This is an optimization exercise on Yosys and OpenROAD, whose aim is small area, a short achievable clock period and few clock cycles per item, not a production implementation. In this exercise RTL edits were held to simulation tests only and were not proved equivalent to the original. Power figures rest on the tool's default switching activity, not on a simulated workload.

Design wordcodec, start of the top module:
module wordcodec (
    input  wire        clk,
    input  wire        rst,         
    input  wire        reg_we,
    input  wire [5:0]  reg_addr,
    input  wire [31:0] reg_wdata,
    output reg  [31:0] reg_rdata,
    output wire        mem_req,
    output wire        mem_we,
    output wire [31:0] mem_addr,
    output wire [7:0]  mem_wdata,
    input  wire        mem_ready,
    input  wire [7:0]  mem_rdata,
    input  wire        mem_err
);
For scale: ~5,700 cells after synthesis, roughly 130 I/O pins, roughly 0.078 mm² of cells after synthesis.
Settings: LEC_CHECK=0, CAP_MARGIN=20, CORE_MARGIN=2, CORE_UTILIZATION=55, CTS_CLUSTER_DIAMETER=80, CTS_CLUSTER_SIZE=25, SETUP_SLACK_MARGIN=5, SLEW_MARGIN=20; clock period 12.0 ns.
run.sh (not shown) runs the stock make flow with config.mk's settings and CLKGATE_MAP_FILE= SYNTH_SCRIPT=/design/flow/synth_recipe.tcl, a recipe that flattens the netlist after the stock synthesis.
Testbench counts at the start, summed over its fixed seeds: cycles 73,658, bytes 33,832.
==> next run, changes <==
CORE_UTILIZATION = 65   (was 55)
CTS_CLUSTER_DIAMETER = 70   (was 80)
CTS_CLUSTER_SIZE = 22   (was 25)
Result: The new run completed with no timing, DRC or antenna violations. Die area went down by 15%. Design area barely changes. Wire length rose by 0.67%. Synthesized area is unchanged.
==> next run, changes <==
CORE_UTILIZATION = 60   (was 65)
CTS_CLUSTER_DIAMETER = 80   (was 70)
CTS_CLUSTER_SIZE = 25   (was 22)
The changed run completed without violations. Synthesized cell count is unchanged. Die area goes up by 8.2%. Sequential power is about the same. Setup slack gets better by 24 ps.
==> next run, changes <==
PLACE_DENSITY_LB_ADDON = 0.2   (was unset)
Effect: Register-to-register slack gains 420 ps. Worst setup slack degrades by 88 ps. Total power is higher slightly. Clock skew shrinks by 9.1 ps. Wire length goes down slightly. Clock power grows by a few percent. First-iteration DRC count shrinks by roughly a tenth. Worst hold slack gains 7.2 ps. Non-clock buffer count came out higher by 22.
==> next run, changes <==
PLACE_DENSITY_LB_ADDON = unset   (was 0.2)
TNS_END_PERCENT = 0   (was unset)
Effect: Non-clock buffer count fell by 52. Clock skew barely changes. Routed wire length hardly moves. Total power fell by 1.1%. Global-route usage rose by 0.14 points. Sequential power stays flat. Clock power fell by about 5%. Clock-buffer cell count fell by 1.

========
Starting RTL as in the previous note.
Settings: LEC_CHECK=0, CAP_MARGIN=20, CORE_MARGIN=2, CORE_UTILIZATION=60, CTS_CLUSTER_DIAMETER=80, CTS_CLUSTER_SIZE=25, PLACE_DENSITY=0.75, SETUP_SLACK_MARGIN=5, SLEW_MARGIN=20; clock period 12.0 ns.
The first run passed the timing, DRC and antenna checks.
Testbench counts at the start, summed over its fixed seeds: cycles 73,658, bytes 33,832.
Next try:
--- a/flow/config.mk
+++ b/flow/config.mk
@@ -9,7 +9,7 @@
 export CORE_MARGIN = 2
 export CORE_UTILIZATION = 60
-export CTS_CLUSTER_DIAMETER = 80
-export CTS_CLUSTER_SIZE = 25
-export PLACE_DENSITY = 0.75
+export CTS_BUF_LIST = sky130_fd_sc_hd__clkbuf_8
+export CTS_CLUSTER_DIAMETER = 60
+export CTS_CLUSTER_SIZE = 18
 export SETUP_SLACK_MARGIN = 5
 export SLEW_MARGIN = 20
What happened: Worst hold slack is better by 0.013 ns. Routed wire length goes down by a few percent. Fmax stays flat. Final area barely changes.
Next try:
--- a/flow/config.mk
+++ b/flow/config.mk
@@ -9,7 +9,6 @@
 export CORE_MARGIN = 2
 export CORE_UTILIZATION = 60
-export CTS_BUF_LIST = sky130_fd_sc_hd__clkbuf_8
-export CTS_CLUSTER_DIAMETER = 60
-export CTS_CLUSTER_SIZE = 18
+export CTS_CLUSTER_DIAMETER = 80
+export CTS_CLUSTER_SIZE = 30
 export SETUP_SLACK_MARGIN = 5
 export SLEW_MARGIN = 20
Synthesized area is unchanged.
Worst setup slack gets better by 0.13 ns.
Flip-flop and latch count stays the same.
Sequential power barely changes.
Hold slack loses 0.0072 ns.

## separate check: timing with driven ports
The results above use ideal ports. As a check the final layouts listed here were re-extracted and re-timed, cells and wires unchanged.
Step 1 assumes that a clkbuf_16 drives the clock port and a buf_2 every other input.
Step 2, shift: input delay + t, output delay - t, t = (earliest + latest rising clock arrival at the registers) / 2. This alone moves slack from input paths to output paths.
a / b / c = ideal / step 1 / step 2; a / b = the first two.
run | t, ns | slack for setup (ns) | clock arrival spread, ns | cell pins on the clock port's net
the first run of note 1 | 0.837 | 4.833 / 4.752 / 4.398 | 0.042 / 0.043 | 1
the second run of note 1 | 0.827 | 4.969 / 4.899 / 4.332 | 0.067 / 0.067 | 1
the third run of note 1 | 0.830 | 4.993 / 4.913 / 4.278 | 0.044 / 0.045 | 1
the fourth run of note 1 | 0.822 | 4.905 / 4.857 / 4.505 | 0.036 / 0.036 | 1
the fifth run of note 1 | 0.818 | 4.537 / 4.478 / 4.040 | 0.039 / 0.040 | 1
the first run of note 2 | 0.829 | 4.872 / 4.848 / 4.332 | 0.060 / 0.060 | 1
the second run of note 2 | 1.012 | 4.853 / 4.777 / 4.112 | 0.058 / 0.059 | 1
the third run of note 2 | 0.828 | 4.981 / 4.903 / 4.332 | 0.068 / 0.067 | 1
After both steps every run listed still meets setup and hold. For the second run of note 2, which loses most, drivers alone change the setup slack by -0.076 ns; drivers and shift together by -0.741 ns.
